Context: an optimization exercise on an open-source flow, tuned for small area, a short achievable clock period and few clock cycles. The choices shown serve that exercise and are no tape-out recipe.
RTL that was checked went through simulation tests only; none was proved equivalent to the original.
Power figures rest on the tool's default switching activity, not on a simulated workload.

Setup of red:
==> flow/design.v <==
module sdr_frame_tx (
    input  wire       clk,
    input  wire       rst,
    input  wire       in_valid,
    output wire       in_ready,
    input  wire [7:0] in_data,
    output wire       out_valid,
    input  wire       out_ready,
    output wire [7:0] out_data,
    output wire       done
);
    localparam [79:0] EOS_PATTERN = 80'h454F5300FF454F5300FF;
    localparam [2:0]  T_NONE = 3'd0,    
                      T_TRAIN = 3'd1, T_START = 3'd2, T_DATA = 3'd3,
                      T_PARITY = 3'd4, T_END = 3'd5, T_DONE = 3'd6;
    function automatic [6:0] lfsr8(input [6:0] st);
        integer j;
        reg [6:0] r;
        begin
            r = st;
            for (j = 0; j < 8; j = j + 1)
                r = {r[0] ^ r[4], r[6:1]};
            lfsr8 = r;
        end
    endfunction
    function automatic [6:0] ham_enc(input [3:0] d);
        ham_enc = {d, d[3] ^ d[2] ^ d[0], d[3] ^ d[1] ^ d[0], d[2] ^ d[1] ^ d[0]};
    endfunction
    function automatic [31:0] crc_nib(input [31:0] r0, input [3:0] d);
        integer j;
        reg [31:0] r;
        begin
            r = r0 ^ {28'd0, d};
            for (j = 0; j < 4; j = j + 1)
                r = r[0] ? ((r >> 1) ^ 32'hEDB88320) : (r >> 1);
            crc_nib = r;
        end
    endfunction
    reg  [79:0] buf_q;     
    reg  [79:0] acc_q;     
    reg  [31:0] crc_q;
    reg  [6:0]  ks_q;      
    reg  [5:0]  cur_q;     
    reg  [7:0]  od_q;      
    reg         ov_q;
    reg  [7:0]  sk_q;      
    reg         skv_q;
    reg  [7:0]  id_q;      
    reg         iv_q;
    reg  [2:0]  ft_q;      
    reg  [1:0]  rep_q;
    reg  [2:0]  slot_q;
    reg  [7:0]  gid_q;
    reg         eos_q;
    reg  [3:0]  fill_q;
    reg         full_q;    
    reg         rdy_q;     
    reg         chunk_q;   
    reg         done_q;
    assign out_valid = ov_q;
    assign out_data  = od_q;
    assign in_ready  = rdy_q;
    assign done      = done_q;
    wire is_d = (ft_q == T_DATA);
    wire is_p = (ft_q == T_PARITY);
    wire pay  = (cur_q >= 6'd23) && (cur_q <= 6'd42);
    wire hi   = cur_q[0];
    wire ld   = (ft_q != T_DONE) && !(ft_q == T_NONE && cur_q == 6'd20) && !skv_q;
    wire take = in_valid && rdy_q;
    wire main_free = !ov_q || out_ready;
    wire [7:0] pb  = (is_d ? buf_q[79:72] : 8'h00) | (is_p ? acc_q[79:72] : 8'h00);
    wire [3:0] onib = hi ? pb[7:4] : pb[3:0];
    wire [3:0] cnib = hi ? pb[3:0] : pb[7:4];
    wire [31:0] crc_f = ~crc_q;
    wire [7:0]  key   = {ks_q[0], ks_q[1], ks_q[2], ks_q[3], ks_q[4], ks_q[5], ks_q[6],
                         ks_q[0] ^ ks_q[4]};
    wire        scr   = (cur_q >= 6'd20) && (cur_q <= 6'd46);
    reg [7:0] fb;
    always @* begin
        if (scr)
            fb = key ^ vb;
        else if (cur_q == 6'd47)
            fb = 8'h00;
        else if (cur_q[5:2] == 4'd4)
            fb = (cur_q[1:0] == 2'd0) ? 8'h1A : (cur_q[1:0] == 2'd1) ? 8'hCF :
                 (cur_q[1:0] == 2'd2) ? 8'hFC : 8'h1D;
        else
            fb = 8'hAA;
    end
    reg [7:0] vb;
    always @* begin
        vb = 8'h00;
        if (pay)
            vb = {1'b0, ham_enc(onib)};
        else case (cur_q)
            6'd20: vb = {5'd0, ft_q};
            6'd21: vb = (is_d || is_p) ? gid_q : 8'h00;
            6'd22: vb = {5'd0, is_p, 1'b0, 1'b0} | (is_d ? {5'd0, slot_q} : 8'h00);
            6'd43: vb = crc_f[31:24];
            6'd44: vb = crc_f[23:16];
            6'd45: vb = crc_f[15:8];
            6'd46: vb = crc_f[7:0];
            default: vb = 8'h00;
        endcase
    end
    wire shift_out = ld && pay && !hi;    
    wire frame_end = ld && (cur_q == 6'd47);
    always @(posedge clk) begin
        id_q <= in_data;
        if (iv_q || (shift_out && is_d))
            buf_q <= {buf_q[71:0], id_q};
        if (shift_out)
            acc_q <= {acc_q[71:0], (slot_q != 3'd0 ? acc_q[79:72] : 8'h00) ^ buf_q[79:72]};
        if (ld && !(cur_q >= 6'd43 && cur_q <= 6'd46))
            crc_q <= pay ? crc_nib(crc_q, cnib) : 32'hFFFFFFFF;
        if (ld)
            ks_q <= scr ? lfsr8(ks_q) : 7'h7F;
        if (rst)
            od_q <= 8'hAA;
        else if (main_free)
            od_q <= skv_q ? sk_q : fb;
        if (ld && !main_free)
            sk_q <= fb;
    end
    always @(posedge clk) begin
        if (rst) begin
            cur_q  <= 6'd1;
            ov_q   <= 1'b1;
            ft_q   <= T_TRAIN;
            rep_q  <= 2'd0;
            slot_q <= 3'd0;
            gid_q  <= 8'd1;
            eos_q  <= 1'b0;
            fill_q <= 4'd0;
            full_q <= 1'b0;
            rdy_q  <= 1'b1;
            chunk_q <= 1'b0;
            skv_q  <= 1'b0;
            iv_q   <= 1'b0;
            done_q <= 1'b0;
        end else begin
            done_q <= (ft_q == T_DONE) && !ov_q && !skv_q;
            iv_q <= take;
            if (main_free)
                ov_q <= skv_q || ld;
            if (skv_q)
                skv_q <= !main_free;
            else
                skv_q <= ld && !main_free;
            if (ld)
                cur_q <= (cur_q == 6'd47) ? 6'd0 : cur_q + 6'd1;
            if (take) begin
                fill_q <= (fill_q == 4'd9) ? 4'd0 : fill_q + 4'd1;
                if (fill_q == 4'd9) begin
                    full_q <= 1'b1;
                    rdy_q  <= 1'b0;
                end
            end
            chunk_q <= full_q;
            if (shift_out && is_d && cur_q == 6'd42) begin
                full_q <= 1'b0;
                rdy_q  <= 1'b1;
            end
            if (ft_q == T_NONE && chunk_q) begin
                if (buf_q == EOS_PATTERN) begin
                    eos_q <= 1'b1;
                    ft_q  <= (slot_q != 3'd0) ? T_PARITY : T_END;
                end else
                    ft_q  <= T_DATA;
            end
            if (frame_end) begin
                case (ft_q)
                    T_TRAIN: begin
                        rep_q <= rep_q + 2'd1;
                        if (rep_q == 2'd3) ft_q <= T_START;
                    end
                    T_START: begin
                        rep_q <= (rep_q == 2'd2) ? 2'd0 : rep_q + 2'd1;
                        if (rep_q == 2'd2) ft_q <= T_NONE;
                    end
                    T_DATA: begin
                        slot_q <= slot_q + 3'd1;
                        ft_q   <= (slot_q == 3'd3) ? T_PARITY : T_NONE;
                    end
                    T_PARITY: begin
                        slot_q <= 3'd0;
                        gid_q  <= (gid_q == 8'd255) ? 8'd1 : gid_q + 8'd1;
                        ft_q   <= eos_q ? T_END : T_NONE;
                    end
                    default: begin
                        rep_q <= rep_q + 2'd1;
                        if (rep_q == 2'd2) ft_q <= T_DONE;
                    end
                endcase
            end
        end
    end
endmodule
clock: 15.0 ns
lec_check: 0
cap_margin: 20
core_margin: 2
core_utilization: 40
slew_margin: 20
standard.sh (not shown) runs the stock make flow with config.mk's settings and CLKGATE_MAP_FILE= SYNTH_SCRIPT=/design/flow/synth_recipe.tcl, a recipe that flattens the netlist after the stock synthesis.
==> flow/flow/run.sh <==
#!/bin/bash
# Standard layout, with timing repair aimed well below the 15 ns clock period
# (the constraints are unchanged; only repair_timing's setup margin grows).
set -euo pipefail
cd "$(dirname "$0")/.."
export SETUP_SLACK_MARGIN=11
bash standard.sh > standard_make.log 2>&1
Here is what was changed in the inputs of blue compared with red.
--- a/flow/design.v
+++ b/flow/design.v
@@ -11,19 +11,30 @@
 );
     localparam [79:0] EOS_PATTERN = 80'h454F5300FF454F5300FF;
     localparam [2:0]  T_NONE = 3'd0,    
                       T_TRAIN = 3'd1, T_START = 3'd2, T_DATA = 3'd3,
                       T_PARITY = 3'd4, T_END = 3'd5, T_DONE = 3'd6;
-    function automatic [6:0] lfsr8(input [6:0] st);
-        integer j;
-        reg [6:0] r;
-        begin
-            r = st;
-            for (j = 0; j < 8; j = j + 1)
-                r = {r[0] ^ r[4], r[6:1]};
-            lfsr8 = r;
-        end
+    function automatic [7:0] frame_const(input [5:0] c);
+        case (c)
+            6'd16: frame_const = 8'h1A; 6'd17: frame_const = 8'hCF;
+            6'd18: frame_const = 8'hFC; 6'd19: frame_const = 8'h1D;
+            6'd20: frame_const = 8'hFE; 6'd21: frame_const = 8'h3B;
+            6'd22: frame_const = 8'h14; 6'd23: frame_const = 8'hBE;
+            6'd24: frame_const = 8'hA8; 6'd25: frame_const = 8'h5B;
+            6'd26: frame_const = 8'hCE; 6'd27: frame_const = 8'h56;
+            6'd28: frame_const = 8'h60; 6'd29: frame_const = 8'hDA;
+            6'd30: frame_const = 8'hE8; 6'd31: frame_const = 8'hC8;
+            6'd32: frame_const = 8'h81; 6'd33: frame_const = 8'h26;
+            6'd34: frame_const = 8'h9E; 6'd35: frame_const = 8'hE1;
+            6'd36: frame_const = 8'hFC; 6'd37: frame_const = 8'h76;
+            6'd38: frame_const = 8'h29; 6'd39: frame_const = 8'h7D;
+            6'd40: frame_const = 8'h50; 6'd41: frame_const = 8'hB7;
+            6'd42: frame_const = 8'h9C; 6'd43: frame_const = 8'hAC;
+            6'd44: frame_const = 8'hC1; 6'd45: frame_const = 8'hB5;
+            6'd46: frame_const = 8'hD1; 6'd47: frame_const = 8'h00;
+            default: frame_const = 8'hAA;
+        endcase
     endfunction
     function automatic [6:0] ham_enc(input [3:0] d);
         ham_enc = {d, d[3] ^ d[2] ^ d[0], d[3] ^ d[1] ^ d[0], d[2] ^ d[1] ^ d[0]};
     endfunction
     function automatic [31:0] crc_nib(input [31:0] r0, input [3:0] d);
@@ -37,11 +48,10 @@
         end
     endfunction
     reg  [79:0] buf_q;     
     reg  [79:0] acc_q;     
     reg  [31:0] crc_q;
-    reg  [6:0]  ks_q;      
     reg  [5:0]  cur_q;     
     reg  [7:0]  od_q;      
     reg         ov_q;
     reg  [7:0]  sk_q;      
     reg         skv_q;
@@ -70,25 +80,10 @@
     wire main_free = !ov_q || out_ready;
     wire [7:0] pb  = (is_d ? buf_q[79:72] : 8'h00) | (is_p ? acc_q[79:72] : 8'h00);
     wire [3:0] onib = hi ? pb[7:4] : pb[3:0];
     wire [3:0] cnib = hi ? pb[3:0] : pb[7:4];
     wire [31:0] crc_f = ~crc_q;
-    wire [7:0]  key   = {ks_q[0], ks_q[1], ks_q[2], ks_q[3], ks_q[4], ks_q[5], ks_q[6],
-                         ks_q[0] ^ ks_q[4]};
-    wire        scr   = (cur_q >= 6'd20) && (cur_q <= 6'd46);
-    reg [7:0] fb;
-    always @* begin
-        if (scr)
-            fb = key ^ vb;
-        else if (cur_q == 6'd47)
-            fb = 8'h00;
-        else if (cur_q[5:2] == 4'd4)
-            fb = (cur_q[1:0] == 2'd0) ? 8'h1A : (cur_q[1:0] == 2'd1) ? 8'hCF :
-                 (cur_q[1:0] == 2'd2) ? 8'hFC : 8'h1D;
-        else
-            fb = 8'hAA;
-    end
     reg [7:0] vb;
     always @* begin
         vb = 8'h00;
         if (pay)
             vb = {1'b0, ham_enc(onib)};
@@ -111,18 +106,16 @@
             buf_q <= {buf_q[71:0], id_q};
         if (shift_out)
             acc_q <= {acc_q[71:0], (slot_q != 3'd0 ? acc_q[79:72] : 8'h00) ^ buf_q[79:72]};
         if (ld && !(cur_q >= 6'd43 && cur_q <= 6'd46))
             crc_q <= pay ? crc_nib(crc_q, cnib) : 32'hFFFFFFFF;
-        if (ld)
-            ks_q <= scr ? lfsr8(ks_q) : 7'h7F;
         if (rst)
             od_q <= 8'hAA;
         else if (main_free)
-            od_q <= skv_q ? sk_q : fb;
+            od_q <= skv_q ? sk_q : frame_const(cur_q) ^ vb;
         if (ld && !main_free)
-            sk_q <= fb;
+            sk_q <= frame_const(cur_q) ^ vb;
     end
     always @(posedge clk) begin
         if (rst) begin
             cur_q  <= 6'd1;
             ov_q   <= 1'b1;
==> comparison <==
- Compared blue vs red, and fraction of area in multi-input gates is up in blue.
- Area after synthesis, blue vs red: up by a few percent
- blue: flip-flop and latch count after synthesis 0.39% above red
- Overall fraction of global-route tracks in use: blue vs red — no meaningful difference
- Between red and blue, the flow reports total design power increasing by a few percent.
- The standard cells in blue occupy more silicon area than those in red do.
- Compared blue vs red, and area of the core is up in blue.
- blue vs. red: number of nets in the layout grew by 1.8%, total routed wirelength grew by about 3%, number of non-clock inverters grew by 9, sequential power held steady, reported combinational group power grew by about 50%.
- Ratio of final minimum period to clock period in blue is 0.16 points below red.
- Summary: with red as the reference, wire length per cell in blue moved up slightly.
- Looking at critical path capture point, the out_data[4] result is from blue; the out_data[2] one comes from red.
Testbench counts of blue, summed over its fixed seeds: cycles 32,640.
Only the layout flow was run in red; the RTL was not checked for function there.

==> re-timing with driven ports <==
Ports are ideal in the flow. The routed layouts listed here were re-timed in OpenROAD.
Step 1 assumes that a clkbuf_16 drives the clock port and a buf_2 every other input.
Step 2 times the ports against the registers' clock, not the clock port: input delays grow and output delays shrink by t, the midpoint of the rising clock arrivals with the driver on.
Slacks: ideal ports / drivers / drivers and shift; pairs: ideal ports / drivers.
run	shift t [ns]	setup WS [ns]	worst setup path at the end	latest minus earliest clock arrival (ns)
red	0.597	10.982 / 10.931 / 10.476	input to register	0.039 / 0.039
blue	0.587	11.006 / 10.960 / 10.524	input to register	0.028 / 0.028
After both steps setup and hold are still met in every run listed. For red, which loses most, drivers alone change the setup slack by -0.051 ns; drivers and shift together by -0.506 ns.
